Background: an optimization exercise with open tools, aiming at small area, a short achievable clock period and few clock cycles per item. Do not read the settings as production practice.
Function was not checked in any run shown here: the RTL went through the layout flow alone.
Power and IR drop assume default switching activity.

`flow/run.sh`:
```
#!/bin/bash
# synth_recipe.tcl (not shown) runs the flow's synth.tcl, then flattens the netlist and writes it again
# the make line also repeats each setting of config.mk as NAME=value (left out here)
make -C /OpenROAD-flow-scripts/flow DESIGN_CONFIG=/design/flow/config.mk WORK_HOME=/design/flow/orfs CLKGATE_MAP_FILE= SYNTH_SCRIPT=/design/flow/synth_recipe.tcl finish
```
`flow/config.mk`:
```
export PLATFORM = sky130hd
export DESIGN_NAME = fds_decoder
export DESIGN_NICKNAME = fds_decoder
export VERILOG_FILES = /design/flow/design.v
export SDC_FILE = /design/flow/constraint.sdc
export NUM_CORES = 4
export LEC_CHECK = 0
export CAP_MARGIN = 20
export CORE_MARGIN = 2
export CORE_UTILIZATION = 40
export SLEW_MARGIN = 20
```
`flow/constraint.sdc`:
```
create_clock -name core_clock -period 10.0 [get_ports {clk}]
set_input_delay 2.0000 -clock core_clock [delete_from_list [all_inputs] [get_ports {clk}]]
set_output_delay 2.0000 -clock core_clock [all_outputs]
set_load 0.01 [all_outputs]
```
`flow/design.v`:
```
module fds_decoder (
    input  wire        clk,
    input  wire        rst,           
    input  wire [7:0]  cfg_q_t0,      
    input  wire [7:0]  cfg_q_t1,      
    input  wire [7:0]  cfg_q_t2,      
    input  wire [7:0]  cfg_q_t3,      
    input  wire [15:0] cfg_min_gap,   
    input  wire        in_valid,
    output wire        in_ready,
    input  wire [7:0]  in_data,
    output reg         out_valid,
    input  wire        out_ready,
    output reg  [1:0]  out_kind,
    output wire [31:0] out_data,
    output wire [31:0] out_pos
);
    localparam [1:0] K_DATA     = 2'd0;
    localparam [1:0] K_BLOCK_OK = 2'd1;
    localparam [1:0] K_BAD_CRC  = 2'd2;
    localparam [1:0] K_MISMATCH = 2'd3;
    localparam [1:0] P_TYPE = 2'd0, P_DATA = 2'd1, P_CRCLO = 2'd2, P_CRCHI = 2'd3;
    localparam [15:0] CRC_START = 16'h8080;
    function [15:0] crc_bit;
        input [15:0] reg_in;
        input        b;
        reg   [16:0] r;
        begin
            r = {b, reg_in};
            if (r[0]) r = r ^ 17'h10810;
            crc_bit = r[16:1];
        end
    endfunction
    reg [1:0] sym_in;
    always @* begin
        if      (in_data < cfg_q_t0) sym_in = 2'd3;
        else if (in_data < cfg_q_t1) sym_in = 2'd0;
        else if (in_data < cfg_q_t2) sym_in = 2'd1;
        else if (in_data < cfg_q_t3) sym_in = 2'd2;
        else                         sym_in = 2'd3;
    end
    reg       q_v0, q_v1;     
    reg [1:0] q_s0, q_s1;     
    assign in_ready = !q_v1;
    wire push = in_valid && !q_v1;
    wire can  = !out_valid || out_ready;
    wire pop  = q_v0 && can;
    wire [1:0] s = q_s0;
    always @(posedge clk) begin
        if (!q_v0 || (pop && !q_v1)) q_s0 <= sym_in;
        else if (pop)                q_s0 <= q_s1;
        if (!q_v1)                   q_s1 <= sym_in;
        if (rst) begin
            q_v0 <= 1'b0;
            q_v1 <= 1'b0;
        end else begin
            q_v0 <= push || q_v1 || (q_v0 && !pop);
            q_v1 <= (q_v1 && !pop) || (q_v0 && push && !pop);
        end
    end
    reg        in_block;
    reg        prev;          
    reg [1:0]  phase;         
    reg [2:0]  bitcnt;        
    reg [15:0] cnt;           
    reg [16:0] sr;            
    reg [15:0] crc;
    reg        mismatch;
    reg [1:0]  stage;         
    reg [15:0] size;
    reg [31:0] pos;           
    reg [31:0] e_pos;         
    reg        xtra;          
    wire two  = prev && (s == 2'd1 || s == 2'd2);
    wire b0   = prev ? (s == 2'd0) : (s == 2'd1);
    wire b1   = (s == 2'd2);
    wire npr  = two ? b1 : b0;
    wire cnt_z = (cnt == 16'd0);
    wire cnt_1 = (cnt == 16'd1);
    wire last_bit = (phase == P_CRCHI) && (bitcnt == 3'd7);
    wire take2 = two && !last_bit;
    wire done0 = (bitcnt == 3'd7);
    wire done1 = take2 && (bitcnt == 3'd6);
    wire bdone = done0 || done1;
    wire g0 = !phase[1];
    wire g1 = done0 ? ((phase == P_TYPE && !cnt_z) || (phase == P_DATA && !cnt_1)) : !phase[1];
    wire [15:0] crc1 = crc_bit(crc, b0 & g0);
    wire [15:0] crc2 = crc_bit(crc1, b1 & g1);
    wire [15:0] crc_n = take2 ? crc2 : crc1;
    wire [16:0] sr_n = take2 ? {b1, b0, sr[16:2]} : {b0, sr[16:1]};
    wire [7:0]  byte_n = done1 ? sr_n[16:9] : {b0, sr[16:10]};
    wire [2:0]  exp_type = {1'b0, stage} + 3'd1;
    wire        mis_n = (byte_n != {5'd0, exp_type});
    wire        ok_n  = (sr_n[16:1] == crc_n);
    reg [15:0] blk_cnt;
    always @* begin
        case (stage)
            2'd0: blk_cnt = 16'd55;
            2'd1: blk_cnt = 16'd1;
            2'd2: blk_cnt = 16'd15;
            default: blk_cnt = size;
        endcase
    end
    wire [15:0] cnt_dec = cnt - 16'd1;
    always @(posedge clk) begin
        if (pop) begin
            if (!in_block) begin
                if (s == 2'd1 && cnt_z) begin
                    in_block <= 1'b1;
                    prev     <= 1'b1;
                    phase    <= P_TYPE;
                    bitcnt   <= 3'd0;
                    crc      <= CRC_START;
                    e_pos    <= pos;
                    cnt      <= blk_cnt;
                end else if (s == 2'd0) begin
                    if (!cnt_z) cnt <= cnt_dec;
                end else begin
                    cnt <= cfg_min_gap;
                end
            end else begin
                prev   <= npr;
                sr     <= sr_n;
                crc    <= crc_n;
                bitcnt <= bitcnt + (take2 ? 3'd2 : 3'd1);
                if (bdone) begin
                    xtra <= take2 && done0;
                    case (phase)
                        P_TYPE: begin
                            mismatch <= mis_n;
                            phase    <= cnt_z ? P_CRCLO : P_DATA;
                        end
                        P_DATA: begin
                            cnt <= cnt_dec;
                            if (cnt_1) phase <= P_CRCLO;
                            if (!mismatch && stage == 2'd2 && cnt[15:2] == 14'd0 && cnt[1])
                                size <= {byte_n, size[15:8]};
                        end
                        P_CRCLO: phase <= P_CRCHI;
                        default: begin
                            in_block <= 1'b0;
                            cnt      <= cfg_min_gap;
                            if (!mismatch)
                                stage <= (stage == 2'd3) ? 2'd2 : stage + 2'd1;
                        end
                    endcase
                end
            end
        end
        if (rst) begin
            in_block <= 1'b0;
            cnt      <= cfg_min_gap;
            stage    <= 2'd0;
        end
    end
    always @(posedge clk) begin
        if (rst)
            pos <= 32'd0;
        else if (pop)
            pos <= pos + 32'd1;
    end
    wire rec_n = pop && in_block && bdone &&
                 (phase == P_TYPE || (phase == P_DATA && !mismatch) ||
                  (phase == P_CRCHI && !mismatch));
    always @(posedge clk) begin
        if (rst)
            out_valid <= 1'b0;
        else if (rec_n)
            out_valid <= 1'b1;
        else if (out_ready)
            out_valid <= 1'b0;
        if (rec_n) begin
            case (phase)
                P_TYPE:  out_kind <= mis_n ? K_MISMATCH : K_DATA;
                P_DATA:  out_kind <= K_DATA;
                default: out_kind <= ok_n ? K_BLOCK_OK : K_BAD_CRC;
            endcase
        end
    end
    wire       is_end  = out_kind[0] ^ out_kind[1];
    wire       is_mis  = out_kind[0] & out_kind[1];
    wire [7:0] out_byte = xtra ? sr[15:8] : sr[16:9];
    assign out_data[7:0]   = is_end ? crc[7:0] : out_byte;
    assign out_data[15:8]  = is_end ? crc[15:8] : (is_mis ? {5'd0, exp_type} : 8'd0);
    assign out_data[31:16] = is_end ? sr[16:1] : 16'd0;
    assign out_pos = e_pos;
endmodule
```
==> results.json, run 1 <==
{
  "yosysWarnings": 1,
  "total_power_mw": 1.495,
  "antenna_found_initial": 0,
  "drt_wl_total_um": 19260,
  "setup_viol": 0,
  "period_share": 0.4702,
  "synth_top_area_frac": 0.4010,
  "worst_path_max_delay_cell": "ha_1",
  "design_area_um2": 10330,
  "via_count": 6257,
  "numCtsBuffers": 17,
  "grt_max_degree": 45,
  "max_slew_margin": 0.3599,
  "antenna_cells": 0,
  "syn_area_um2": 8237,
  "crit_fanout": 43,
  "clkLatencyLatePin_ns": 0.43,
  "postCtsSetupBuffers": 0,
  "fin_skew_ns": 0.01209,
  "cts.clk_slew.worst_paths_ns": 0.06,
  "vias_per_cell": 5.116,
  "cts_num_sinks": 148,
  "dieArea_um2": 21750,
  "min_period_ns": 4.702,
  "grt_pass1_vias": 6011,
  "power_leakage_nw": 3.838,
  "cp_data_arrival_time_ns": 2.70,
  "grt_usage": 0.1832,
  "boundaryPins": 128,
  "syn_avg_cell_area_um2": 9.900,
  "htreeDepth": 4,
  "grt_overflow": 0,
  "hold_violations": 0,
  "max_freq_mhz": 212.7,
  "placeableCoreArea_um2": 20230,
  "cts_tree": "yes",
  "synthCells": 832,
  "switchingPower_uw": 377.8,
  "yosys.area.top_type": "edfxtp_1",
  "final_cells": 1223,
  "die_w_um": 147.5,
  "critical_path_class": "reg -> out",
  "dp.cells": 1191,
  "netSwitchingFraction": 0.2527,
  "regArea_um2": 4064,
  "synth-edff-count": 110,
  "cp.required_ns": 8.00,
  "crit_path_end_kind": "primary output",
  "clock_tree.root_cell": "clkbuf_16",
  "intPower_mw": 1.117,
  "route.detailed.drc": 0,
  "dpl_cell_area_um2": 9718,
  "num_rows": 52,
  "cpPeakStageDelay_ns": 0.95,
  "ys_seq_elements": 148,
  "rsz0062_at_grt": "no",
  "power.density_nw_per_um2": 144.8,
  "dr.pass1.iters": 4,
  "combPwrFrac": 0.108,
  "port_buffers": 127,
  "worstSetupStartpointType": "flop",
  "clockPowerShare": 0.438,
  "cts_buffer_depth": 2,
  "tns_ns": 0,
  "synth.area.top_cells": "edfxtp_1 40%, dfxtp_1 9.2%, ha_1 6.8%, nand2_1 5.2%, xor2_1 4.6%",
  "ys_types": 66,
  "synth_most_common_cell": "nand2_1",
  "drv_slew": 0,
  "syn_nets": 938,
  "fillCellCount": 1866,
  "yosysSeqAreaShare": 0.4934,
  "cp_top_family": "adder cells",
  "routedWlPerCell_um": 15.75,
  "crit_chain": "ha_1 -> o21ai_0 -> clkdlybuf4s50_1",
  "layout.nets": 1046,
  "multi_input_area_um2": 3834,
  "routabilityCongestion": 0.8008,
  "hpwl_um": 13840,
  "ys_async_sr_fraction": 0,
  "drive_gt1_frac": 0.05981,
  "hold_buffers": 0,
  "seqPwrFrac": 0.454,
  "ys.flop_type": "edfxtp_1",
  "final_antenna_net_count": 0,
  "ctsResizeCount": 0,
  "peakVddDrop_uv": 116.8,
  "drt-initial-drc-count": 427,
  "die_h_um": 147.5,
  "worst-path-buf-inv": 1,
  "drv_cap": 0,
  "ys_top_cells_by_count": "115 x nand2_1, 110 x edfxtp_1, 78 x nor2_1",
  "status": "complete, no violations",
  "worstMarginPinSlew_ns": 0.9602,
  "initial_core_util": 0.4071,
  "grt_pass1_wl_um": 31440,
  "area_growth_pct": 25.38,
  "hp-class": "reg -> reg"
}
## worst reg2reg max path, delay by kind of cell, from the launching register on
family,cells,cell delay (ns)
simple gates,4,1.92
compound gates,2,0.76
flops,1,0.52
## cells by family after synthesis
| logic type | after synthesis | share of synthesized area |
|---|---|---|
| mux | 23 | 0.02932 |
| buf+inv | 92 | 0.04405 |
| simple gates | 318 | 0.1826 |
| compound gates | 139 | 0.1097 |
| fa+ha+maj | 46 | 0.07079 |
| xor+xnor | 66 | 0.07018 |
| flops | 148 | 0.4934 |
## layout make-up
class                           instances  area share
Sequential cell                       148      0.3935
Multi-Input combinational cell        592      0.3712
Timing Repair Buffer                  132      0.1262
Clock buffer                           17     0.04119
Tap cell                              270     0.03271
Inverter                               49     0.01781
Clock inverter                         15     0.01732
## metal layers
layer	up-vias	GRT usage	share of wire
met2	154	0.2846	0.46
met3	39	0.03951	0.048
li1	3153	-	-
met5	-	0	0
met4	0	0.06538	0.022
met1	2911	0.2540	0.47
## sequential cells by signal, indices dropped and copies added (netlist names), 2 cells and up
register,cells
phase,2
out_kind,2
q_s1,2
size,16
q_s0,2
e_pos,32
stage,2
cnt,16
crc,16
bitcnt,3
sr,16
pos,32
## power by group through the flow
stage	logic, mW	clock network, mW	registers [mW]
floorplan	0.106	0	0.689
global placement	0.159	0	0.692
detailed placement	0.161	0	0.692
CTS	0.162	0.668	0.679
global route	0.183	0.695	0.680
finish	0.161	0.655	0.679
## cells in the final DEF (no fill, tap or decap), types with 17 or more instances in the layout
cell type,synthesis,final
nor2_1,78,77
nor3_1,20,18
clkbuf_16,0,17
ha_1,45,45
nand3_1,21,21
inv_1,49,49
o21ai_0,32,32
nand2_1,115,115
a21oi_1,37,36
edfxtp_1,110,110
and2_1,27,27
dfxtp_1,38,38
xor2_1,43,43
xnor2_1,23,23
clkdlybuf4s50_1,0,126
## worst paths after layout
| check | startpoint | end | slack [ns] | depth (start not counted) |
|---|---|---|---|---|
| worst max-delay path | out_kind[1]$_DFFE_PP_ | out_data[4] | 5.30 | 3 |
| worst min-delay path | size[8]$_DFFE_PP_ | size[0]$_DFFE_PP_ | 0.47 | 0 |
| worst max register to register | cnt[4]$_DFFE_PP_ | cnt[10]$_DFFE_PP_ | 6.55 | 6 |
| worst min register to register | size[8]$_DFFE_PP_ | size[0]$_DFFE_PP_ | 0.47 | 0 |
## through the flow
| stage | hold slack, ns | worst slack, ns | util |
|---|---|---|---|
| after detailed placement | 0.4534 | 5.295 | 0.4803 |
| after global routing | 0.4776 | 5.016 | 0.5104 |
| after floorplan | 0.4272 | 4.906 | - |
| final | 0.4674 | 5.298 | 0.5104 |
| after CTS | 0.4680 | 5.257 | 0.5101 |
| after global placement | 0.4472 | 5.217 | 0.4799 |
==> inputs of run 2 (changes only) <==
--- a/flow/design.v
+++ b/flow/design.v
@@ -41,6 +41,7 @@
     end
-    reg       q_v0, q_v1;     
+    reg       q_v0;           
+    reg       q_nf;           
     reg [1:0] q_s0, q_s1;     
-    assign in_ready = !q_v1;
-    wire push = in_valid && !q_v1;
+    assign in_ready = q_nf;
+    wire push = in_valid && q_nf;
     wire can  = !out_valid || out_ready;
@@ -49,11 +50,11 @@
     always @(posedge clk) begin
-        if (!q_v0 || (pop && !q_v1)) q_s0 <= sym_in;
-        else if (pop)                q_s0 <= q_s1;
-        if (!q_v1)                   q_s1 <= sym_in;
+        if (!q_v0 || (pop && q_nf)) q_s0 <= sym_in;
+        else if (pop)               q_s0 <= q_s1;
+        if (q_nf)                   q_s1 <= sym_in;
         if (rst) begin
             q_v0 <= 1'b0;
-            q_v1 <= 1'b0;
+            q_nf <= 1'b1;
         end else begin
-            q_v0 <= push || q_v1 || (q_v0 && !pop);
-            q_v1 <= (q_v1 && !pop) || (q_v0 && push && !pop);
+            q_v0 <= push || !q_nf || (q_v0 && !pop);
+            q_nf <= !((!q_nf && !pop) || (q_v0 && push && !pop));
         end
@@ -72,6 +73,5 @@
     reg [31:0] e_pos;         
-    reg        xtra;          
-    wire two  = prev && (s == 2'd1 || s == 2'd2);
+    wire two  = prev && (s[0] ^ s[1]);
     wire b0   = prev ? (s == 2'd0) : (s == 2'd1);
-    wire b1   = (s == 2'd2);
+    wire b1   = s[1] && !s[0];
     wire npr  = two ? b1 : b0;
@@ -90,6 +90,12 @@
     wire [16:0] sr_n = take2 ? {b1, b0, sr[16:2]} : {b0, sr[16:1]};
-    wire [7:0]  byte_n = done1 ? sr_n[16:9] : {b0, sr[16:10]};
-    wire [2:0]  exp_type = {1'b0, stage} + 3'd1;
-    wire        mis_n = (byte_n != {5'd0, exp_type});
-    wire        ok_n  = (sr_n[16:1] == crc_n);
+    wire [7:0]  byte_n = done1 ? {b1, b0, sr[16:11]} : {b0, sr[16:10]};
+    wire [7:0]  exp_type = {5'd0, stage == 2'd3, stage[0] ^ stage[1], !stage[0]};
+    wire        mis1 = ({b1, b0, sr[16:11]} != exp_type);
+    wire        mis0 = ({b0, sr[16:10]} != exp_type);
+    wire        mis_n = done1 ? mis1 : mis0;
+    wire [15:0] z1 = crc_bit(crc, 1'b0);
+    wire [15:0] z2 = crc_bit(z1, 1'b0);
+    wire        ok1 = ({b0, sr[16:2]} == z1);
+    wire        ok2 = ({b1, b0, sr[16:3]} == z2);
+    wire        ok_n = take2 ? ok2 : ok1;
     reg [15:0] blk_cnt;
@@ -107,8 +113,8 @@
             if (!in_block) begin
+                prev   <= 1'b1;
+                phase  <= P_TYPE;
+                bitcnt <= 3'd0;
+                crc    <= CRC_START;
                 if (s == 2'd1 && cnt_z) begin
                     in_block <= 1'b1;
-                    prev     <= 1'b1;
-                    phase    <= P_TYPE;
-                    bitcnt   <= 3'd0;
-                    crc      <= CRC_START;
                     e_pos    <= pos;
@@ -124,5 +130,4 @@
                 crc    <= crc_n;
-                bitcnt <= bitcnt + (take2 ? 3'd2 : 3'd1);
+                bitcnt <= bitcnt + {1'b0, take2, !take2};
                 if (bdone) begin
-                    xtra <= take2 && done0;
                     case (phase)
@@ -164,2 +169,6 @@
                   (phase == P_CRCHI && !mismatch));
+    reg r_end;                
+    reg r_b0;                 
+    reg r_b1;                 
+    reg r_mis;                
     always @(posedge clk) begin
@@ -172,2 +181,6 @@
         if (rec_n) begin
+            r_end <= (phase == P_CRCHI);
+            r_b0  <= (phase != P_CRCHI) && !(take2 && done0);
+            r_b1  <= (phase != P_CRCHI) && (take2 && done0);
+            r_mis <= (phase == P_TYPE) && mis_n;
             case (phase)
@@ -179,8 +192,5 @@
     end
-    wire       is_end  = out_kind[0] ^ out_kind[1];
-    wire       is_mis  = out_kind[0] & out_kind[1];
-    wire [7:0] out_byte = xtra ? sr[15:8] : sr[16:9];
-    assign out_data[7:0]   = is_end ? crc[7:0] : out_byte;
-    assign out_data[15:8]  = is_end ? crc[15:8] : (is_mis ? {5'd0, exp_type} : 8'd0);
-    assign out_data[31:16] = is_end ? sr[16:1] : 16'd0;
+    assign out_data[7:0]   = ({8{r_end}} & crc[7:0]) | ({8{r_b0}} & sr[16:9]) | ({8{r_b1}} & sr[15:8]);
+    assign out_data[15:8]  = ({8{r_end}} & crc[15:8]) | ({8{r_mis}} & exp_type);
+    assign out_data[31:16] = {16{r_end}} & sr[16:1];
     assign out_pos = e_pos;
==> run 2 against run 1 <==
  * Sequential power increased by 3.8%
  * Hold slack got worse by 0.011 ns
  * Clock power increased by 1%
  * Setup slack improved by 0.27 ns
  * Synthesized cell count increased by 5.0%
  * Die area increased by 4.8%
  * Fmax increased by 6.1%
  * Routed wire length increased by 10%
  * Sequential cell count increased by 3
  * Register-to-register slack improved by 0.30 ns
  * Critical endpoint is now out_data[10]
  * Largest power group unchanged
==> results.json, run 2 <==
{
  "syn_nets": 980,
  "ys_async_sr_fraction": 0,
  "synth.area.top_cells": "edfxtp_1 39%, dfxtp_1 8.8%, ha_1 6.5%, nand2_1 4.6%, xnor2_1 3.8%",
  "drt_wl_total_um": 21210,
  "worstSetupStartpointType": "flop",
  "ys_types": 70,
  "ys.flop_type": "edfxtp_1",
  "synth_most_common_cell": "edfxtp_1",
  "via_count": 6720,
  "ctsResizeCount": 0,
  "htreeDepth": 4,
  "vias_per_cell": 5.308,
  "antenna_cells": 0,
  "hp-class": "reg -> reg",
  "r2r-end": "cnt[0]$_DFFE_PP_",
  "boundaryPins": 128,
  "critical_path_class": "reg -> out",
  "yosysWarnings": 1,
  "fin_util": 0.5079,
  "drv_cap": 0,
  "syn_area_um2": 8641,
  "period_share": 0.4431,
  "die_h_um": 151.0,
  "ys_seq_elements": 151,
  "dr.pass1.iters": 7,
  "synthCells": 874,
  "num_rows": 53,
  "critical_path.startpoint": "stage[0]$_SDFFE_PP0P_",
  "synth_top_area_frac": 0.3927,
  "ys_top_cells_by_count": "113 x edfxtp_1, 105 x nand2_1, 81 x nor2_1",
  "max_slew_margin": 0.2717,
  "grt_pass1_vias": 6342,
  "final_cell_mix": "126 x clkdlybuf4s50_1, 113 x edfxtp_1, 105 x nand2_1",
  "yosys.area.top_type": "edfxtp_1",
  "yosysSeqAreaShare": 0.4807,
  "numCtsBuffers": 17,
  "clkLatencyLatePin_ns": 0.42,
  "reg2reg_depth": 6,
  "die_w_um": 151.0,
  "rsz0062_at_grt": "no",
  "r2r_slack_ns": 6.85,
  "fin_skew_ns": 0.009007,
  "routabilityCongestion": 0.8294,
  "multi_input_area_um2": 4044,
  "cp_data_arrival_time_ns": 2.43,
  "syn_avg_cell_area_um2": 9.886,
  "hpwl_um": 15200,
  "final_antenna_net_count": 0,
  "placeableCoreArea_um2": 21090,
  "crit_chain": "ha_1 -> a22o_1 -> clkdlybuf4s50_1",
  "cp.required_ns": 8.00,
  "endpoint": "out_data[10]",
  "route.detailed.drc": 0,
  "grt_overflow": 0,
  "cts_tree": "yes",
  "largestRegisters": "e_pos x32, pos x32",
  "crit_fanout": 22,
  "grt_max_degree": 63,
  "layout.nets": 1084,
  "drt-initial-drc-count": 506,
  "area_growth_pct": 23.95,
  "initial_core_util": 0.4098,
  "antenna_found_initial": 0,
  "power_leakage_nw": 3.938,
  "mostFrequentLayoutCell": "clkdlybuf4s50_1",
  "max_freq_mhz": 225.7,
  "crit_path_end_kind": "primary output",
  "drv_slew": 0,
  "postCtsSetupBuffers": 0,
  "worstMarginPinSlew_ns": 1.092,
  "power.density_nw_per_um2": 144.8,
  "fillCellCount": 1954,
  "dieArea_um2": 22790,
  "grt_usage": 0.1904,
  "routedWlPerCell_um": 16.75,
  "status": "complete, no violations",
  "hold_violations": 0,
  "drive_gt1_frac": 0.06256,
  "crit_cells": 3,
  "cts_num_sinks": 151,
  "tns_ns": 0,
  "hold_buffers": 0,
  "synth-edff-count": 113,
  "worst_path_max_delay_cell": "ha_1",
  "worst-path-buf-inv": 1,
  "cts_buffer_depth": 2,
  "cpPeakStageDelay_ns": 0.76,
  "port_buffers": 127,
  "clock_tree.root_cell": "clkbuf_16",
  "peakVddDrop_uv": 73.27,
  "cp_top_family": "adder cells",
  "cts.clk_slew.worst_paths_ns": 0.06,
  "grt_pass1_wl_um": 33690,
  "r2r_start": "cnt[6]$_DFFE_PP_",
  "regArea_um2": 4154,
  "min_period_ns": 4.431,
  "setup_viol": 0
}
run 2: cell count changes after synthesis, moves of 10 or more:
cell / previous run / this run
a21oi_1: 37 / 27
nand2_1: 115 / 105
mux2i_1: 14 / 4
xor2_1: 43 / 26
nor3_1: 20 / 6
nand4_1: 6 / 16
inv_1: 49 / 60
xnor2_1: 23 / 37
run 2: cell families (layout without fill, tap and decap cells):
group           after synthesis  after routing  share of synthesized area
buf+inv                     111            228                    0.05227
compound gates              167            167                     0.1341
flops                       151            151                     0.4807
mux                          13             13                    0.01636
fa+ha+maj                    46             46                    0.06748
simple gates                323            323                     0.1852
xor+xnor                     63             63                    0.06386
run 2: metrics by stage:
step / cells / area [µm²] / worst slack [ns] / power (mW) / hold WS (ns)
after CTS: 1266 / 10710 / 5.557 / 1.563 / 0.4508
after global placement: 1234 / 10090 / 5.362 / 0.8990 / 0.4328
after detailed placement: 1234 / 10090 / 5.317 / 0.9016 / 0.4389
after floorplan: 874 / 8641 / 4.996 / 0.8367 / 0.4219
after global routing: 1266 / 10710 / 5.408 / 1.614 / 0.4664
final: 1266 / 10710 / 5.569 / 1.551 / 0.4566
run 2: metal layers:
layer / track usage / routed length [µm]
met1: 0.2546 / 9613
met2: 0.3136 / 10110
met3: 0.03976 / 1206
met4: 0.05374 / 279
met5: 0 / 0
run 2: worst min path at each step:
stage | cells past startpoint | start | to
2_1_floorplan | 0 | pos[3]$_SDFFE_PP0P_ | e_pos[3]$_DFFE_PP_
3_3_place_gp | 0 | size[13]$_DFFE_PP_ | size[5]$_DFFE_PP_
3_5_place_dp | 0 | size[14]$_DFFE_PP_ | size[6]$_DFFE_PP_
4_1_cts | 0 | size[14]$_DFFE_PP_ | size[6]$_DFFE_PP_
5_1_grt | 0 | pos[31]$_SDFFE_PP0P_ | e_pos[31]$_DFFE_PP_
6_report | 0 | size[14]$_DFFE_PP_ | size[6]$_DFFE_PP_
run 2: final cells by class:
type | instances | share of cell area
clock buffer | 25 | 0.04930
tap | 275 | 0.03213
sequential | 151 | 0.3878
timing repair buffer | 134 | 0.1231
inverter | 62 | 0.02173
clock inverter | 7 | 0.008294
multi-input combinational | 612 | 0.3776
run 2: power breakdown:
group / internal, mW / switching [mW] / leakage, nW / total [mW]
combinational: 0.0783 / 0.106 / 2.34 / 0.184
clock: 0.416 / 0.246 / 0.304 / 0.662
sequential: 0.689 / 0.0155 / 1.29 / 0.705
total: 1.18 / 0.367 / 3.94 / 1.55
==> inputs of run 3 (changes only) <==
--- a/flow/config.mk
+++ b/flow/config.mk
@@ -10,2 +10,5 @@
 export CORE_UTILIZATION = 40
+export CTS_BUF_LIST = sky130_fd_sc_hd__clkbuf_4 sky130_fd_sc_hd__clkbuf_8
+export CTS_CLUSTER_DIAMETER = 60
+export CTS_CLUSTER_SIZE = 30
 export SLEW_MARGIN = 20
==> run 3 against run 2 <==
  * Final cell count unchanged
  * Critical path depth did not move
  * Still clean
  * Combinational power barely moved
  * Sequential cell count did not move
  * Critical path type unchanged
  * Sequential power hardly changed
  * Setup slack got worse by 0.038 ns
==> results.json, run 3 <==
{
  "crit_chain": "ha_1 -> a22o_1 -> clkdlybuf4s50_1",
  "hold_buffers": 0,
  "clkLatencyLatePin_ns": 0.45,
  "grt_pass1_wl_um": 33510,
  "power_leakage_nw": 3.865,
  "num_rows": 53,
  "yosysSeqAreaShare": 0.4807,
  "cts_buffer_depth": 2,
  "htreeDepth": 4,
  "antenna_found_initial": 0,
  "crit_fanout": 22,
  "routabilityCongestion": 0.8294,
  "synthCells": 874,
  "hold_violations": 0,
  "mostFrequentLayoutCell": "clkdlybuf4s50_1",
  "route.detailed.drc": 0,
  "largestRegisters": "e_pos x32, pos x32",
  "synth-edff-count": 113,
  "fin_util": 0.4998,
  "yosys.area.top_type": "edfxtp_1",
  "dieArea_um2": 22790,
  "numCtsBuffers": 17,
  "grt_overflow": 0,
  "min_from": "size[14]$_DFFE_PP_",
  "r2r_start": "cnt[6]$_DFFE_PP_",
  "period_share": 0.4469,
  "grt_max_degree": 63,
  "tns_ns": 0,
  "critical_path_class": "reg -> out",
  "layout_setup_ws_ns": 5.531,
  "cp_top_family": "adder cells",
  "total_power_mw": 1.408,
  "ys_top_cells_by_count": "113 x edfxtp_1, 105 x nand2_1, 81 x nor2_1",
  "area_growth_pct": 21.98,
  "worst_path_max_delay_cell": "ha_1",
  "crit_path_end_kind": "primary output",
  "layout.nets": 1084,
  "drv_slew": 0,
  "placeableCoreArea_um2": 21090,
  "initial_core_util": 0.4098,
  "final_cells": 1266,
  "synth_top_area_frac": 0.3927,
  "syn_area_um2": 8641,
  "fillCellCount": 1972,
  "max_freq_mhz": 223.7,
  "yosysWarnings": 1,
  "status": "complete, no violations",
  "drv_cap": 0,
  "hp-class": "reg -> reg",
  "boundaryPins": 128,
  "final_cell_mix": "126 x clkdlybuf4s50_1, 113 x edfxtp_1, 105 x nand2_1",
  "worstSetupStartpointType": "flop",
  "peakVddDrop_uv": 65.84,
  "hold_slack_ns": 0.4577,
  "worst-path-buf-inv": 1,
  "via_count": 6707,
  "grt_pass1_vias": 6317,
  "cts_num_sinks": 151,
  "worstMarginPinSlew_ns": 1.089,
  "vias_per_cell": 5.298,
  "pre_cts_ws_ns": 5.317,
  "cpPeakStageDelay_ns": 0.76,
  "dp.cells": 1234,
  "power.density_nw_per_um2": 133.6,
  "antenna_cells": 0,
  "cp.required_ns": 8.00,
  "drive_gt1_frac": 0.06559,
  "grt_usage": 0.1895,
  "final_antenna_net_count": 0,
  "ys_seq_elements": 151,
  "syn_nets": 980,
  "cts_tree": "yes",
  "drt-initial-drc-count": 522,
  "ctsResizeCount": 0,
  "critical_path.startpoint": "stage[0]$_SDFFE_PP0P_",
  "clock_tree.root_cell": "clkbuf_8",
  "dr.pass1.iters": 7,
  "ys_types": 70,
  "ys.flop_type": "edfxtp_1",
  "rsz0062_at_grt": "no",
  "cts.clk_slew.worst_paths_ns": 0.07,
  "die_h_um": 151.0,
  "design_area_um2": 10540,
  "syn_avg_cell_area_um2": 9.886,
  "max_slew_margin": 0.2740,
  "fin_skew_ns": 0.01184,
  "port_buffers": 127,
  "dpl_cell_area_um2": 10090,
  "ys_async_sr_fraction": 0,
  "postCtsSetupBuffers": 0,
  "setup_viol": 0,
  "min_period_ns": 4.469,
  "cp_data_arrival_time_ns": 2.47,
  "routedWlPerCell_um": 16.66,
  "die_w_um": 151.0,
  "synth.area.top_cells": "edfxtp_1 39%, dfxtp_1 8.8%, ha_1 6.5%, nand2_1 4.6%, xnor2_1 3.8%",
  "drt_wl_total_um": 21090,
  "hpwl_um": 15200,
  "synth_most_common_cell": "edfxtp_1"
}
## run 3: final timing paths
kind	to	slack (ns)	cells after the start
setup / recovery	out_data[10]	5.53	3
hold / removal	size[6]$_DFFE_PP_	0.46	0
setup reg to reg	cnt[0]$_DFFE_PP_	6.85	6
hold reg to reg	size[6]$_DFFE_PP_	0.46	0
## run 3: layout make-up
cell class	instances	area, µm²	share of cell area
clock buffers	23	297.8	0.02825
clock inverters	9	148.9	0.01413
inverters	62	232.7	0.02208
multi-input cells	612	4044	0.3837
flip-flops and latches	151	4154	0.3941
well taps	275	344.1	0.03264
repair buffers	134	1319	0.1251
## run 3: power by group
group	total, mW	switching, mW	internal [mW]
combinational	0.184	0.106	0.0783
sequential	0.703	0.0154	0.688
clock	0.520	0.221	0.299
## run 3: cell families (layout without fill, tap and decap cells)
logic type | count (synthesis) | in the layout | synth area share
DFF | 151 | 151 | 0.4807
AOI/OAI and AO/OA | 167 | 167 | 0.1341
buffers and inverters | 111 | 228 | 0.05227
and+or+nand+nor | 323 | 323 | 0.1852
muxes | 13 | 13 | 0.01636
adders and majority gates | 46 | 46 | 0.06748
xor gates and xnor gates | 63 | 63 | 0.06386
## run 3: per-layer routing
layer  vias to the layer above  GRT usage  share of wire
met3                        22    0.03614          0.054
met4                         0    0.05888          0.015
met1                      3159     0.2539           0.46
li1                       3335          -              -
met2                       191     0.3116           0.48
met5                         -          0              0
==> inputs of run 4 (changes only) <==
--- a/flow/config.mk
+++ b/flow/config.mk
@@ -7,2 +7,3 @@
 export LEC_CHECK = 0
+export ABC_CLOCK_PERIOD_IN_PS = 2500
 export CAP_MARGIN = 20
==> run 4 against run 3 <==
  * Still clean
  * Synthesized cell count unchanged
  * Power unchanged
  * Design area stayed put
  * Largest power group unchanged
==> results.json, run 4 <==
{
  "wl_met2_um": 10020,
  "dr.pass1.iters": 7,
  "highest_layer": "met4",
  "initial_core_util": 0.4098,
  "max_freq_mhz": 223.7,
  "grt_pass1_wl_um": 33510,
  "period_share": 0.4469,
  "worstSetupStartpointType": "flop",
  "postCtsSetupBuffers": 0,
  "max_slew_margin": 0.2740,
  "power.density_nw_per_um2": 133.6,
  "final_antenna_net_count": 0,
  "crit_fanout": 22,
  "synth_top_area_frac": 0.3927,
  "min_period_ns": 4.469,
  "power_leakage_nw": 3.865,
  "cp.required_ns": 8.00,
  "drt-initial-drc-count": 522,
  "fin_util": 0.4998,
  "syn_avg_cell_area_um2": 9.886,
  "placeableCoreArea_um2": 21090,
  "critical_path.startpoint": "stage[0]$_SDFFE_PP0P_",
  "setup_viol": 0,
  "drv_slew": 0,
  "ys_top_cells_by_count": "113 x edfxtp_1, 105 x nand2_1, 81 x nor2_1",
  "num_rows": 53,
  "r2r_start": "cnt[6]$_DFFE_PP_",
  "grt_pass1_vias": 6317,
  "grt_overflow": 0,
  "synth-edff-count": 113,
  "die_h_um": 151.0,
  "boundaryPins": 128,
  "synth.area.top_cells": "edfxtp_1 39%, dfxtp_1 8.8%, ha_1 6.5%, nand2_1 4.6%, xnor2_1 3.8%",
  "tns_ns": 0,
  "yosysSeqAreaShare": 0.4807,
  "reg2reg_depth": 6,
  "htreeDepth": 4,
  "r2r_slack_ns": 6.85,
  "routabilityCongestion": 0.8294,
  "drt_wl_total_um": 21090,
  "cts_buffer_depth": 2,
  "syn_area_um2": 8641,
  "hold_buffers": 0,
  "antenna_cells": 0,
  "cpPeakStageDelay_ns": 0.76,
  "grt_usage": 0.1895,
  "peakVddDrop_uv": 65.84,
  "numCtsBuffers": 17,
  "cts_num_sinks": 151,
  "holdPathStages": 0,
  "layout.nets": 1084,
  "r2r-end": "cnt[0]$_DFFE_PP_",
  "critical_path_class": "reg -> out",
  "ys_async_sr_fraction": 0,
  "die_w_um": 151.0,
  "status": "complete, no violations",
  "final_cell_mix": "126 x clkdlybuf4s50_1, 113 x edfxtp_1, 105 x nand2_1",
  "ys_seq_elements": 151,
  "cts_tree": "yes",
  "route.detailed.drc": 0,
  "ys.flop_type": "edfxtp_1",
  "synth_most_common_cell": "edfxtp_1",
  "crit_chain": "ha_1 -> a22o_1 -> clkdlybuf4s50_1",
  "clkLatencyLatePin_ns": 0.45,
  "cp_data_arrival_time_ns": 2.47,
  "worstMarginPinSlew_ns": 1.089,
  "vias_per_cell": 5.298,
  "crit_path_end_kind": "primary output",
  "worst_path_max_delay_cell": "ha_1",
  "drv_cap": 0,
  "ys_types": 70,
  "routedWlPerCell_um": 16.66,
  "hold_violations": 0,
  "wl_met1_um": 9614,
  "endpoint": "out_data[10]",
  "port_buffers": 127,
  "mostFrequentLayoutCell": "clkdlybuf4s50_1",
  "clock_tree.root_cell": "clkbuf_8",
  "hp-class": "reg -> reg",
  "rsz0062_at_grt": "no",
  "cts.clk_slew.worst_paths_ns": 0.07,
  "grt_max_degree": 63,
  "yosys.area.top_type": "edfxtp_1",
  "largestRegisters": "e_pos x32, pos x32",
  "antenna_found_initial": 0,
  "ctsResizeCount": 0,
  "fillCellCount": 1972,
  "synthCells": 874,
  "dieArea_um2": 22790,
  "wl_met3_um": 1133,
  "drive_gt1_frac": 0.06559,
  "via_count": 6707,
  "fin_skew_ns": 0.01184,
  "area_growth_pct": 21.98,
  "hpwl_um": 15200,
  "yosysWarnings": 1,
  "syn_nets": 980
}
-- run 4: worst min-delay path by stage --
stage	slack, ns	from	to
after floorplan	0.42	pos[3]$_SDFFE_PP0P_	e_pos[3]$_DFFE_PP_
after global placement	0.43	size[13]$_DFFE_PP_	size[5]$_DFFE_PP_
after detailed placement	0.44	size[14]$_DFFE_PP_	size[6]$_DFFE_PP_
after CTS	0.46	size[14]$_DFFE_PP_	size[6]$_DFFE_PP_
after global routing	0.47	pos[31]$_SDFFE_PP0P_	e_pos[31]$_DFFE_PP_
final	0.46	size[14]$_DFFE_PP_	size[6]$_DFFE_PP_
-- run 4: cell type report --
| type | instances | area [µm²] | area share |
|---|---|---|---|
| Sequential cell | 151 | 4154 | 0.3941 |
| Multi-Input combinational cell | 612 | 4044 | 0.3837 |
| Timing Repair Buffer | 134 | 1319 | 0.1251 |
| Tap cell | 275 | 344.1 | 0.03264 |
| Clock buffer | 23 | 297.8 | 0.02825 |
| Inverter | 62 | 232.7 | 0.02208 |
| Clock inverter | 9 | 148.9 | 0.01413 |
-- run 4: routing by layer --
layer  GRT usage  vias up
met5           0        -
met4     0.05888        0
met3     0.03614       22
met2      0.3116      191
met1      0.2539     3159
li1            -     3335
-- run 4: logic make-up (layout without fill, tap and decap cells) --
logic type,Yosys count,in the layout,share of synthesized area
fa+ha+maj,46,46,0.06748
flops,151,151,0.4807
mux,13,13,0.01636
buf+inv,111,228,0.05227
xor+xnor,63,63,0.06386
simple gates,323,323,0.1852
compound gates,167,167,0.1341
-- run 4: stage by stage --
step	cell area, µm²	instances	power [mW]	hold WS [ns]	setup slack [ns]
after global routing	10540	1266	1.472	0.4708	5.368
after floorplan	8641	874	0.8367	0.4219	4.996
after CTS	10540	1266	1.423	0.4552	5.516
final	10540	1266	1.408	0.4577	5.531
after global placement	10090	1234	0.8990	0.4328	5.362
after detailed placement	10090	1234	0.9016	0.4389	5.317
-- run 4: power breakdown --
| group | switching (mW) | internal, mW |
|---|---|---|
| Sequential | 0.0154 | 0.688 |
| Clock | 0.221 | 0.299 |
| Combinational | 0.106 | 0.0783 |
| Total | 0.343 | 1.07 |
-- run 4: critical path, delay by kind of cell, from the launching register on --
| family | cells | cell delay (ns) |
|---|---|---|
| AOI/OAI and AO/OA | 1 | 0.26 |
| adders and majority gates | 1 | 0.76 |
| buffers and inverters | 1 | 0.54 |
| DFF | 1 | 0.46 |
==> inputs of run 5 (changes only) <==
--- a/flow/config.mk
+++ b/flow/config.mk
@@ -7,3 +7,3 @@
 export LEC_CHECK = 0
-export ABC_CLOCK_PERIOD_IN_PS = 2500
+export ABC_AREA = 1
 export CAP_MARGIN = 20
==> run 5 against run 4 <==
  * Final cell count increased by 29%
  * Sequential share of layout area decreased by 2.7 points
  * Synthesized area increased by 7.9%
  * Register-to-register slack improved by 0.33 ns
  * Core utilization decreased by 0.36 points
  * Critical path depth unchanged
  * Routed wire length increased by 12%
  * Via count increased by 19%
  * Fmax decreased by 0.67%
  * Sequential power about the same
  * Critical endpoint is now out_data[1]
  * Largest power group unchanged
  * Largest cell class is now multi-input gates
==> results.json, run 5 <==
{
  "status": "complete, no violations",
  "grt_busiest_layer": "met2",
  "grt_pass1_vias": 7520,
  "seqPwrFrac": 0.515,
  "ys.flop_type": "edfxtp_1",
  "layout_setup_ws_ns": 5.500,
  "die_w_um": 156.7,
  "hpwl_um": 17590,
  "initial_core_util": 0.4094,
  "r2r_slack_ns": 7.18,
  "cts.clk_slew.worst_paths_ns": 0.09,
  "cpPeakStageDelay_ns": 0.98,
  "grt_max_degree": 45,
  "syn_area_um2": 9326,
  "port_buffers": 127,
  "die_h_um": 156.7,
  "postCtsSetupBuffers": 0,
  "route.detailed.drc": 0,
  "synth_most_common_cell": "nand2_1",
  "final_cell_mix": "338 x nand2_1, 164 x inv_1, 127 x clkdlybuf4s50_1",
  "switchingPower_uw": 389.0,
  "min_period_ns": 4.500,
  "ys_seq_elements": 151,
  "largestRegisters": "e_pos x32, pos x32",
  "routabilityCongestion": 0.8742,
  "power.density_nw_per_um2": 121.4,
  "antenna_found_initial": 0,
  "final_cells": 1639,
  "layout.nets": 1419,
  "drt_wl_total_um": 23650,
  "crit_path_end_kind": "primary output",
  "syn_nets": 1297,
  "ys_top_cells_by_count": "338 x nand2_1, 164 x inv_1, 113 x edfxtp_1",
  "crit_fanout": 28,
  "worstSetupStartpointType": "flop",
  "min_from": "size[11]$_DFFE_PP_",
  "num_rows": 55,
  "cts_num_sinks": 151,
  "ys_async_sr_fraction": 0,
  "period_share": 0.4500,
  "hold_violations": 0,
  "drv_slew": 0,
  "worstHoldEndpoint": "size[3]$_DFFE_PP_",
  "cp.required_ns": 8.00,
  "dp.cells": 1607,
  "critical_path_class": "reg -> out",
  "dr.pass1.iters": 5,
  "htreeDepth": 4,
  "intPower_uw": 983.2,
  "antenna_cells": 0,
  "boundaryPins": 128,
  "drv_cap": 0,
  "clkLatencyLatePin_ns": 0.47,
  "fillCellCount": 2213,
  "cts_tree": "yes",
  "pre_cts_ws_ns": 5.539,
  "combPwrFrac": 0.159,
  "clockPowerShare": 0.327,
  "r2r_start": "phase[1]$_SDFFCE_PN0P_",
  "area_growth_pct": 21.20,
  "cts_buffer_depth": 2,
  "worst_path_max_delay_cell": "edfxtp_1",
  "holdPathStages": 0,
  "fin_skew_ns": 0.02214,
  "final_antenna_net_count": 0,
  "clock_tree.root_cell": "clkbuf_8",
  "setup_viol": 0,
  "vias_per_cell": 4.871,
  "via_count": 7983,
  "synthCells": 1191,
  "rsz0062_at_grt": "no",
  "mostFrequentLayoutCell": "nand2_1",
  "yosysWarnings": 1,
  "met3_usage": 0.03600,
  "met2_usage": 0.3174,
  "syn_avg_cell_area_um2": 7.831,
  "worst-path-buf-inv": 2,
  "numCtsBuffers": 17,
  "hp-class": "reg -> reg",
  "synth.area.top_cells": "edfxtp_1 36%, nand2_1 14%, dfxtp_1 8.2%, inv_1 6.6%, ha_1 6.0%",
  "netSwitchingFraction": 0.2835,
  "use_met1": 0.2779,
  "worstMarginPinSlew_ns": 0.9558,
  "max_freq_mhz": 222.2,
  "cp_data_arrival_time_ns": 2.50,
  "hold_slack_ns": 0.4517,
  "power_leakage_nw": 4.785,
  "reg2reg_depth": 8,
  "ys_types": 48,
  "drive_gt1_frac": 0.06787,
  "yosysSeqAreaShare": 0.4454,
  "tns_ns": 0,
  "cp_top_family": "flip-flops",
  "yosys.area.top_type": "edfxtp_1",
  "synth-edff-count": 113,
  "drt-initial-drc-count": 530,
  "dieArea_um2": 24550,
  "crit_chain": "inv_1 -> o211ai_1 -> clkdlybuf4s50_1",
  "hold_buffers": 0,
  "grt_overflow": 0,
  "total_power_mw": 1.372,
  "routedWlPerCell_um": 14.43,
  "grt_pass1_wl_um": 38580,
  "r2r-end": "bitcnt[2]$_SDFFCE_PN0P_",
  "synth_top_area_frac": 0.3638,
  "grt_usage": 0.1984,
  "peakVddDrop_uv": 73.03,
  "ctsResizeCount": 0,
  "max_slew_margin": 0.3628,
  "placeableCoreArea_um2": 22780
}
[run 5: how the worst max path moves through the flow]
stage / from / endpoint / slack [ns] / cells after the start
after global placement: out_ready / r_b0$_DFFE_PP_ / 5.54 / 8
after global routing: r_end$_DFFE_PP_ / out_data[0] / 5.24 / 3
after floorplan: out_ready / size[0]$_DFFE_PP_ / 4.64 / 6
after detailed placement: out_ready / r_b1$_DFFE_PP_ / 5.54 / 8
after CTS: r_end$_DFFE_PP_ / out_data[1] / 5.45 / 3
final: r_end$_DFFE_PP_ / out_data[1] / 5.50 / 3
[run 5: power by group through the flow]
stage / Clock (mW) / Combinational [mW] / Sequential, mW
after global routing: 0.481 / 0.249 / 0.708
after floorplan: 0 / 0.148 / 0.715
after global placement: 0 / 0.214 / 0.720
after detailed placement: 0 / 0.217 / 0.720
final: 0.449 / 0.218 / 0.706
after CTS: 0.459 / 0.218 / 0.706
[run 5: layer usage]
layer	part of all wire	vias up
met5	0	-
met4	0.013	0
met3	0.056	18
met2	0.45	224
met1	0.48	3608
li1	-	4133
[run 5: metrics by stage]
step           utilization  area, µm²
6_report            0.4962      11300
5_1_grt             0.4962      11300
4_1_cts             0.4962      11300
3_5_place_dp        0.4801      10940
3_3_place_gp        0.4801      10940
2_1_floorplan            -       9326
[run 5: kinds of logic (layout without fill, tap and decap cells)]
kind of cell | after synthesis | after routing | synth area share
DFF | 151 | 151 | 0.4454
AOI/OAI and AO/OA | 172 | 172 | 0.1028
and+or+nand+nor | 590 | 590 | 0.2799
adders and majority gates | 46 | 46 | 0.06252
buffers and inverters | 207 | 342 | 0.08599
xor gates and xnor gates | 25 | 25 | 0.02348
[run 5: final cells by class]
cell class	count	area (µm²)	area share
Clock buffer	22	271.5	0.02402
Timing Repair Buffer	136	1339	0.1184
Clock inverter	10	96.34	0.008523
Sequential cell	151	4154	0.3675
Inverter	174	655.6	0.05800
Multi-Input combinational cell	833	4395	0.3889
Tap cell	313	391.6	0.03465
==> inputs of run 6 (changes only) <==
==> flow/flow/run.sh (new file) <==
#!/bin/bash
set -euo pipefail
bash standard.sh \
  "BUFFER_PORTS_ARGS=-buffer_cell sky130_fd_sc_hd__buf_1" \
  "SETUP_SLACK_MARGIN=${FLOW_SETUP_MARGIN:-6.5}" \
  finish > standard_finish.log 2>&1
==> flow/standard.sh (new file) <==
#!/bin/bash
# synth_recipe.tcl (not shown) runs the flow's synth.tcl, then flattens the netlist and writes it again
# the make line also repeats each setting of config.mk as NAME=value (left out here)
make -C /OpenROAD-flow-scripts/flow DESIGN_CONFIG=/design/flow/config.mk WORK_HOME=/design/flow/orfs CLKGATE_MAP_FILE= SYNTH_SCRIPT=/design/flow/synth_recipe.tcl "${@:-finish}"
--- a/flow/config.mk
+++ b/flow/config.mk
@@ -7,3 +7,2 @@
 export LEC_CHECK = 0
-export ABC_AREA = 1
 export CAP_MARGIN = 20
removed: flow/run.sh
==> run 6 against run 5 <==
  * Still clean on timing, DRC and antenna
  * Count of clock-buffer cells in the layout is 5 lower
  * Power is 1.6% lower
  * Sequential power is 0.6% lower
  * Sequential cell count stayed put
  * Setup slack better by 0.85 ns
  * Sequential share of layout area is 4.8 points higher
  * Combinational power is 21% lower
  * Critical path depth stayed put
  * First-iteration DRC count is 25% higher
==> results.json, run 6 <==
{
  "status": "complete, no violations",
  "netSwitchingFraction": 0.3013,
  "antenna_found_initial": 0,
  "layout.nets": 1108,
  "die_h_um": 151.0,
  "hp-class": "reg -> reg",
  "ys_types": 70,
  "hpwl_um": 14710,
  "die_w_um": 151.0,
  "cp_data_arrival_time_ns": 1.65,
  "cp.required_ns": 8.00,
  "period_share": 0.3648,
  "worstMarginPinSlew_ns": 0.8275,
  "critical_path_class": "reg -> out",
  "dieArea_um2": 22790,
  "drive_gt1_frac": 0.1054,
  "ys.flop_type": "edfxtp_1",
  "hold_violations": 0,
  "synth-edff-count": 113,
  "final_cells": 1290,
  "routabilityCongestion": 0.8178,
  "final_cell_mix": "122 x buf_1, 113 x edfxtp_1, 103 x nand2_1",
  "yosysSeqAreaShare": 0.4807,
  "htreeDepth": 4,
  "drt-initial-drc-count": 664,
  "ys_seq_elements": 151,
  "dr.pass1.iters": 6,
  "setup_viol": 0,
  "routedWlPerCell_um": 17.00,
  "synth.area.top_cells": "edfxtp_1 39%, dfxtp_1 8.8%, ha_1 6.5%, nand2_1 4.6%, xnor2_1 3.8%",
  "grt_overflow": 0,
  "placeableCoreArea_um2": 21090,
  "power.density_nw_per_um2": 134.9,
  "clkLatencyLatePin_ns": 0.47,
  "drv_cap": 0,
  "min_period_ns": 3.648,
  "drt_wl_total_um": 21930,
  "area_growth_pct": 15.81,
  "cts.clk_slew.worst_paths_ns": 0.10,
  "ys_async_sr_fraction": 0,
  "yosysWarnings": 1,
  "peakVddDrop_uv": 61.29,
  "route.detailed.drc": 0,
  "largestRegisters": "e_pos x32, pos x32",
  "power_leakage_nw": 3.661,
  "hold_buffers": 0,
  "final_antenna_net_count": 0,
  "seqPwrFrac": 0.520,
  "cts_tree": "yes",
  "dp.cells": 1232,
  "boundaryPins": 128,
  "fillCellCount": 2009,
  "mostFrequentLayoutCell": "buf_1",
  "crit_path_end_kind": "primary output",
  "synthCells": 874,
  "clock_tree.root_cell": "clkbuf_8",
  "worstSetupStartpointType": "flop",
  "synth_top_area_frac": 0.3927,
  "reg2reg_depth": 10,
  "max_slew_margin": 0.4433,
  "port_buffers": 127,
  "grt_pass1_vias": 6484,
  "max_freq_mhz": 274.1,
  "syn_avg_cell_area_um2": 9.886,
  "holdPathStages": 0,
  "antenna_cells": 0,
  "cts_buffer_depth": 2,
  "fin_skew_ns": 0.01807,
  "syn_nets": 980,
  "grt_max_degree": 63,
  "synth_most_common_cell": "edfxtp_1",
  "combPwrFrac": 0.128,
  "tns_ns": 0,
  "rsz0062_at_grt": "yes",
  "grt_usage": 0.1959,
  "clockPowerShare": 0.351,
  "numCtsBuffers": 17,
  "initial_core_util": 0.4098,
  "drv_slew": 0,
  "yosys.area.top_type": "edfxtp_1",
  "intPower_uw": 943.0,
  "cts_num_sinks": 151,
  "crit_fanout": 6,
  "num_rows": 53,
  "switchingPower_uw": 406.8,
  "grt_pass1_wl_um": 34670,
  "syn_area_um2": 8641,
  "ys_top_cells_by_count": "113 x edfxtp_1, 105 x nand2_1, 81 x nor2_1",
  "via_count": 6893,
  "vias_per_cell": 5.343
}
run 6: final timing paths:
| path | startpoint | to | slack [ns] |
|---|---|---|---|
| min | size[14]$_DFFE_PP_ | size[6]$_DFFE_PP_ | 0.46 |
| max reg2reg | q_s0[1]$_DFFE_PP_ | out_kind[1]$_DFFE_PP_ | 6.93 |
| min reg2reg | size[14]$_DFFE_PP_ | size[6]$_DFFE_PP_ | 0.46 |
| max | sr[9]$_DFFE_PP_ | out_data[0] | 6.35 |
run 6: cell families after synthesis:
logic type,Yosys count,synth area share
and+or+nand+nor,323,0.1852
AOI/OAI and AO/OA,167,0.1341
DFF,151,0.4807
buffers and inverters,111,0.05227
xor gates and xnor gates,63,0.06386
adders and majority gates,46,0.06748
muxes,13,0.01636
run 6: worst max-delay path, stage by stage, from the launching register on:
cell and delay, ns:
edfxtp_1 0.52, a222oi_1 0.45, inv_1 0.07, clkbuf_2 0.13
run 6: power groups by stage:
stage          Combinational (mW)  Clock (mW)  Sequential, mW
6_report                    0.173       0.474           0.702
5_1_grt                     0.196       0.515           0.705
4_1_cts                     0.172       0.488           0.702
3_5_place_dp                0.169           0           0.718
3_3_place_gp                0.167           0           0.718
2_1_floorplan               0.127           0           0.712
run 6: final cells by class:
cell class / instances / area, µm² / area share
Sequential cell: 151 / 4159 / 0.4156
Multi-Input combinational cell: 613 / 4136 / 0.4134
Timing Repair Buffer: 157 / 721.9 / 0.07214
Tap cell: 275 / 344.1 / 0.03438
Inverter: 62 / 237.7 / 0.02376
Clock buffer: 17 / 234.0 / 0.02338
Clock inverter: 15 / 173.9 / 0.01738
run 6: per-layer routing:
metal	GRT usage	wire length (µm)	up-vias
met2	0.3136	10500	237
li1	-	-	3390
met5	0	0	-
met1	0.2616	9544	3237
met3	0.04849	1481	29
met4	0.06262	404	0
run 6: stage by stage:
stage / hold WS [ns] / instance area [µm²] / setup slack [ns] / total power [mW] / util
5_1_grt: 0.4763 / 10010 / 6.307 / 1.416 / 0.4745
3_5_place_dp: 0.4423 / 9344 / 6.043 / 0.8866 / 0.4431
4_1_cts: 0.4651 / 9948 / 6.394 / 1.362 / 0.4718
2_1_floorplan: 0.4219 / 8703 / 6.505 / 0.8386 / -
6_report: 0.4634 / 10010 / 6.352 / 1.350 / 0.4745
3_3_place_gp: 0.4337 / 9344 / 6.109 / 0.8850 / 0.4431
run 6: timing repair:
item,in CTS,in global routing
buffers inserted,22,3
gates resized for setup,9,6
gates cloned,0,1
endpoints found under the setup margin,32,75
pin swaps,2,7
==> inputs of run 7 (changes only) <==
--- a/flow/design.v
+++ b/flow/design.v
@@ -33,10 +33,19 @@
     endfunction
-    reg [1:0] sym_in;
-    always @* begin
-        if      (in_data < cfg_q_t0) sym_in = 2'd3;
-        else if (in_data < cfg_q_t1) sym_in = 2'd0;
-        else if (in_data < cfg_q_t2) sym_in = 2'd1;
-        else if (in_data < cfg_q_t3) sym_in = 2'd2;
-        else                         sym_in = 2'd3;
-    end
+    function lt8;
+        input [7:0] a;
+        input [7:0] b;
+        integer i;
+        reg r;
+        begin
+            r = 1'b0;
+            for (i = 0; i < 8; i = i + 1)
+                r = (!a[i] && b[i]) || (!(a[i] ^ b[i]) && r);
+            lt8 = r;
+        end
+    endfunction
+    wire lt0 = lt8(in_data, cfg_q_t0);
+    wire lt1 = lt8(in_data, cfg_q_t1);
+    wire lt2 = lt8(in_data, cfg_q_t2);
+    wire lt3 = lt8(in_data, cfg_q_t3);
+    wire [1:0] sym_in = {lt0 || (!lt1 && !lt2), lt0 || (!lt1 && (lt2 || !lt3))};
     reg       q_v0;           
@@ -45,4 +54,5 @@
     assign in_ready = q_nf;
+    reg  end_p;               
     wire push = in_valid && q_nf;
-    wire can  = !out_valid || out_ready;
+    wire can  = !end_p && (!out_valid || out_ready);
     wire pop  = q_v0 && can;
@@ -66,5 +76,4 @@
     reg [15:0] cnt;           
-    reg [16:0] sr;            
+    reg [15:0] sr;            
     reg [15:0] crc;
-    reg        mismatch;
     reg [1:0]  stage;         
@@ -73,2 +82,7 @@
     reg [31:0] e_pos;         
+    reg r_end;                
+    reg r_b0;                 
+    reg r_b1;                 
+    reg r_mis;
+    wire mismatch = r_mis;
     wire two  = prev && (s[0] ^ s[1]);
@@ -89,13 +103,8 @@
     wire [15:0] crc_n = take2 ? crc2 : crc1;
-    wire [16:0] sr_n = take2 ? {b1, b0, sr[16:2]} : {b0, sr[16:1]};
-    wire [7:0]  byte_n = done1 ? {b1, b0, sr[16:11]} : {b0, sr[16:10]};
+    wire [15:0] sr_n = take2 ? {b1, b0, sr[15:2]} : {b0, sr[15:1]};
+    wire [7:0]  byte_n = done1 ? {b1, b0, sr[15:10]} : {b0, sr[15:9]};
     wire [7:0]  exp_type = {5'd0, stage == 2'd3, stage[0] ^ stage[1], !stage[0]};
-    wire        mis1 = ({b1, b0, sr[16:11]} != exp_type);
-    wire        mis0 = ({b0, sr[16:10]} != exp_type);
+    wire        mis1 = ({b1, b0, sr[15:10]} != exp_type);
+    wire        mis0 = ({b0, sr[15:9]} != exp_type);
     wire        mis_n = done1 ? mis1 : mis0;
-    wire [15:0] z1 = crc_bit(crc, 1'b0);
-    wire [15:0] z2 = crc_bit(z1, 1'b0);
-    wire        ok1 = ({b0, sr[16:2]} == z1);
-    wire        ok2 = ({b1, b0, sr[16:3]} == z2);
-    wire        ok_n = take2 ? ok2 : ok1;
     reg [15:0] blk_cnt;
@@ -133,6 +142,3 @@
                     case (phase)
-                        P_TYPE: begin
-                            mismatch <= mis_n;
-                            phase    <= cnt_z ? P_CRCLO : P_DATA;
-                        end
+                        P_TYPE: phase <= cnt_z ? P_CRCLO : P_DATA;
                         P_DATA: begin
@@ -169,28 +175,27 @@
                   (phase == P_CRCHI && !mismatch));
-    reg r_end;                
-    reg r_b0;                 
-    reg r_b1;                 
-    reg r_mis;                
-    always @(posedge clk) begin
-        if (rst)
+    wire end_n = rec_n && (phase == P_CRCHI);
+    always @(posedge clk) begin
+        if (rst) begin
             out_valid <= 1'b0;
-        else if (rec_n)
-            out_valid <= 1'b1;
-        else if (out_ready)
-            out_valid <= 1'b0;
+            end_p     <= 1'b0;
+        end else begin
+            end_p <= end_n;
+            if ((rec_n && !end_n) || end_p)
+                out_valid <= 1'b1;
+            else if (out_ready)
+                out_valid <= 1'b0;
+        end
         if (rec_n) begin
-            r_end <= (phase == P_CRCHI);
-            r_b0  <= (phase != P_CRCHI) && !(take2 && done0);
-            r_b1  <= (phase != P_CRCHI) && (take2 && done0);
+            r_end <= end_n;
+            r_b0  <= !end_n && !(take2 && done0);
+            r_b1  <= !end_n && (take2 && done0);
             r_mis <= (phase == P_TYPE) && mis_n;
-            case (phase)
-                P_TYPE:  out_kind <= mis_n ? K_MISMATCH : K_DATA;
-                P_DATA:  out_kind <= K_DATA;
-                default: out_kind <= ok_n ? K_BLOCK_OK : K_BAD_CRC;
-            endcase
-        end
-    end
-    assign out_data[7:0]   = ({8{r_end}} & crc[7:0]) | ({8{r_b0}} & sr[16:9]) | ({8{r_b1}} & sr[15:8]);
+            out_kind <= (phase == P_TYPE && mis_n) ? K_MISMATCH : K_DATA;
+        end
+        if (end_p)
+            out_kind <= (sr == crc) ? K_BLOCK_OK : K_BAD_CRC;
+    end
+    assign out_data[7:0]   = ({8{r_end}} & crc[7:0]) | ({8{r_b0}} & sr[15:8]) | ({8{r_b1}} & sr[14:7]);
     assign out_data[15:8]  = ({8{r_end}} & crc[15:8]) | ({8{r_mis}} & exp_type);
-    assign out_data[31:16] = {16{r_end}} & sr[16:1];
+    assign out_data[31:16] = {16{r_end}} & sr;
     assign out_pos = e_pos;
==> run 7 against run 6 <==
  * Synthesized area shrank 0.33%
  * Largest cell class is now multi-input gates
  * Routed wire length shrank 2.5%
  * Sequential power grew 1%
  * Clock skew shrank 0.0013 ns
  * Die area shrank 0.32%
  * Combinational power grew 23%
  * Critical path depth grew 1
  * Still clean
  * First-iteration DRC count shrank 43%
  * Sequential cell count is the same
==> results.json, run 7 <==
{
  "yosysWarnings": 1,
  "power_leakage_nw": 3.484,
  "r2r-end": "e_pos[12]$_DFFE_PP_",
  "drive_gt1_frac": 0.1373,
  "ys_seq_elements": 151,
  "status": "complete, no violations",
  "fin_skew_ns": 0.01674,
  "crit_fanout": 6,
  "num_rows": 53,
  "rsz0062_at_grt": "yes",
  "dp.cells": 1213,
  "peakVddDrop_uv": 81.95,
  "route.detailed.drc": 0,
  "cts_buffer_depth": 2,
  "crit_path_end_kind": "primary output",
  "hp-class": "reg -> reg",
  "drv_slew": 0,
  "drt_wl_total_um": 21370,
  "worstHoldEndpoint": "e_pos[31]$_DFFE_PP_",
  "synth-simple-area-share": 0.1960,
  "die_h_um": 150.7,
  "ys.flop_type": "edfxtp_1",
  "ys_top_cells_by_count": "112 x edfxtp_1, 105 x nand2_1, 77 x nor2_1",
  "die_w_um": 150.7,
  "routabilityCongestion": 0.8061,
  "syn_avg_cell_area_um2": 10.10,
  "synth.area.top_cells": "edfxtp_1 39%, dfxtp_1 9.1%, ha_1 6.4%, nand2_1 4.6%, xor2_1 3.6%",
  "clock_tree.root_cell": "clkbuf_8",
  "power.density_nw_per_um2": 139.4,
  "cp.required_ns": 8.00,
  "antenna_found_initial": 0,
  "numCtsBuffers": 17,
  "final_cell_mix": "120 x buf_1, 112 x edfxtp_1, 103 x nand2_1",
  "period_share": 0.3629,
  "max_freq_mhz": 275.6,
  "worstMarginPinSlew_ns": 0.9541,
  "htreeDepth": 4,
  "routedWlPerCell_um": 16.79,
  "clkLatencyLatePin_ns": 0.47,
  "yosys.area.top_type": "edfxtp_1",
  "r2r_slack_ns": 6.85,
  "synth-compound-area-share": 0.1284,
  "grt_pass1_wl_um": 33980,
  "port_buffers": 127,
  "mostFrequentLayoutCell": "buf_1",
  "layout_setup_ws_ns": 6.371,
  "vias_per_cell": 5.355,
  "ys_types": 75,
  "hold_buffers": 0,
  "area_growth_pct": 17.11,
  "pre_cts_ws_ns": 5.951,
  "yosysSeqAreaShare": 0.4812,
  "layout.nets": 1090,
  "critical_path_class": "reg -> out",
  "min_from": "pos[31]$_SDFFE_PP0P_",
  "grt_overflow": 0,
  "initial_core_util": 0.4084,
  "worstSetupStartpointType": "flop",
  "total_power_mw": 1.406,
  "worst_path_max_delay_cell": "edfxtp_1",
  "grt_max_degree": 56,
  "syn_area_um2": 8612,
  "r2r_start": "cnt[0]$_DFFE_PP_",
  "reg2reg_depth": 6,
  "synth.mux.area_fraction": 0.01627,
  "cts_tree": "yes",
  "cpPeakStageDelay_ns": 0.40,
  "max_slew_margin": 0.3600,
  "drt-initial-drc-count": 380,
  "ys_async_sr_fraction": 0,
  "synth_top_area_frac": 0.3905,
  "min_period_ns": 3.629,
  "final_cells": 1273,
  "synth_xor_area_frac": 0.06509,
  "cts_num_sinks": 151,
  "synth-edff-count": 112,
  "cp_data_arrival_time_ns": 1.63,
  "final_antenna_net_count": 0,
  "setup_viol": 0,
  "tns_ns": 0,
  "dr.pass1.iters": 5,
  "hold_violations": 0,
  "synthAdderAreaFrac": 0.06625,
  "grt_pass1_vias": 6332,
  "boundaryPins": 128,
  "synth_most_common_cell": "edfxtp_1",
  "synthCells": 853,
  "crit_chain": "buf_6 -> a222oi_1 -> inv_1 -> buf_2",
  "syn_nets": 958,
  "cts.clk_slew.worst_paths_ns": 0.10,
  "dieArea_um2": 22720,
  "largestRegisters": "e_pos x32, pos x32",
  "drv_cap": 0,
  "via_count": 6817,
  "grt_usage": 0.1931,
  "hpwl_um": 14390,
  "holdPathStages": 0,
  "synth_top_family_by_area": "simple AND/OR/NAND/NOR gates",
  "antenna_cells": 0,
  "placeableCoreArea_um2": 21090
}
==> run 7: cell types whose count changed after synthesis, moves of 9 or more <==
cell	delta
a21oi_1	+16
xor2_1	+9
inv_1	-9
a31oi_1	-10
nor3_2	+9
==> run 7: worst max-delay path by stage <==
| stage | from | end | slack, ns | cells past startpoint |
|---|---|---|---|---|
| finish | r_end$_DFFE_PP_ | out_data[7] | 6.37 | 4 |
| global route | r_end$_DFFE_PP_ | out_data[2] | 6.30 | 4 |
| CTS | r_b0$_DFFE_PP_ | out_data[7] | 6.38 | 3 |
| detailed placement | rst | cnt[10]$_DFFE_PP_ | 5.95 | 4 |
| global placement | rst | cnt[10]$_DFFE_PP_ | 5.92 | 4 |
| floorplan | in_data[5] | q_s0[0]$_DFFE_PP_ | 6.31 | 8 |
==> run 7: cell families (layout without fill, tap and decap cells) <==
family	count (synthesis)	in the layout
and+or+nand+nor	316	316
adders and majority gates	45	45
buffers and inverters	101	246
xor gates and xnor gates	64	64
DFF	151	151
muxes	13	13
AOI/OAI and AO/OA	163	163
==> run 7: where the power goes <==
| group | internal [mW] | switching [mW] | leakage, nW |
|---|---|---|---|
| clock network | 0.212 | 0.272 | 0.204 |
| registers | 0.692 | 0.0169 | 1.30 |
| logic | 0.0779 | 0.135 | 1.98 |
| total | 0.982 | 0.423 | 3.48 |
==> run 7: area by class of cell <==
type | count | area, µm²
timing repair buffer | 161 | 765.7
fill | 2009 | 11000
sequential | 151 | 4151
multi-input combinational | 601 | 4189
clock inverter | 15 | 182.7
clock buffer | 17 | 234.0
inverter | 53 | 219.0
tap | 275 | 344.1
==> run 7: repair_timing <==
action,in CTS,in global routing
cloned,0,0
pin swaps,11,5
buffers inserted,26,2
setup endpoints to repair,53,66
hold endpoints to repair,0,0
gates resized for setup,22,4
==> run 7: metrics by stage <==
stage	area [µm²]	util	hold WS, ns
detailed placement	9375	0.4446	0.4565
global placement	9375	0.4446	0.4506
global route	10090	0.4783	0.4957
floorplan	8710	-	0.4260
CTS	10050	0.4764	0.4826
finish	10090	0.4783	0.4793
==> run 7: layer usage <==
layer | vias to the layer above | track usage | wire length [µm]
met4 | 0 | 0.05607 | 318
li1 | 3316 | - | -
met2 | 208 | 0.3093 | 10080
met5 | - | 0 | 0
met1 | 3268 | 0.2693 | 9817
met3 | 25 | 0.03303 | 1151
==> run 7: worst max-delay path, delay by kind of cell, from the launching register on <==
family / cells / cell delay, ns
AO/OA/AOI/OAI: 1 / 0.39
buffers and inverters: 3 / 0.39
flip-flops: 1 / 0.40

## what the ideal ports hide
The results above use ideal ports. As a check the final layouts listed here were re-extracted and re-timed, cells and wires unchanged. Step 1 (the two cells are an assumption about what drives the block):
set clk [get_ports {clk}]
set_driving_cell -lib_cell sky130_fd_sc_hd__clkbuf_16 $clk
set_driving_cell -lib_cell sky130_fd_sc_hd__buf_2 [delete_from_list [all_inputs] $clk]
Step 2 adds t to the input delays and takes it off the output delays; t is the mean of the earliest and latest rising clock arrival at the registers after step 1. Input paths then give back, and output paths get back, about the clock's delay inside the block. Slacks: no drivers / after step 1 / after step 2; pairs: no drivers / after step 1.
run	t, ns	setup WS [ns]	worst setup path after step 2	clock arrival spread, ns
run 1	0.472	5.298 / 5.254 / 5.349	input to register	0.012 / 0.012
run 2	0.463	5.569 / 5.525 / 5.324	input to register	0.009 / 0.009
run 3	0.487	5.531 / 5.487 / 5.323	input to register	0.012 / 0.012
run 4	0.487	5.531 / 5.487 / 5.323	input to register	0.012 / 0.012
run 5	0.498	5.500 / 5.456 / 5.505	input to register	0.023 / 0.023
run 6	0.507	6.352 / 6.308 / 6.177	input to register	0.019 / 0.020
run 7	0.496	6.371 / 6.331 / 6.113	input to register	0.018 / 0.018
After both steps setup and hold are still met in every run listed. The setup slack of run 7, which loses most, moves by -0.040 ns with the drivers and by -0.258 ns with both steps.
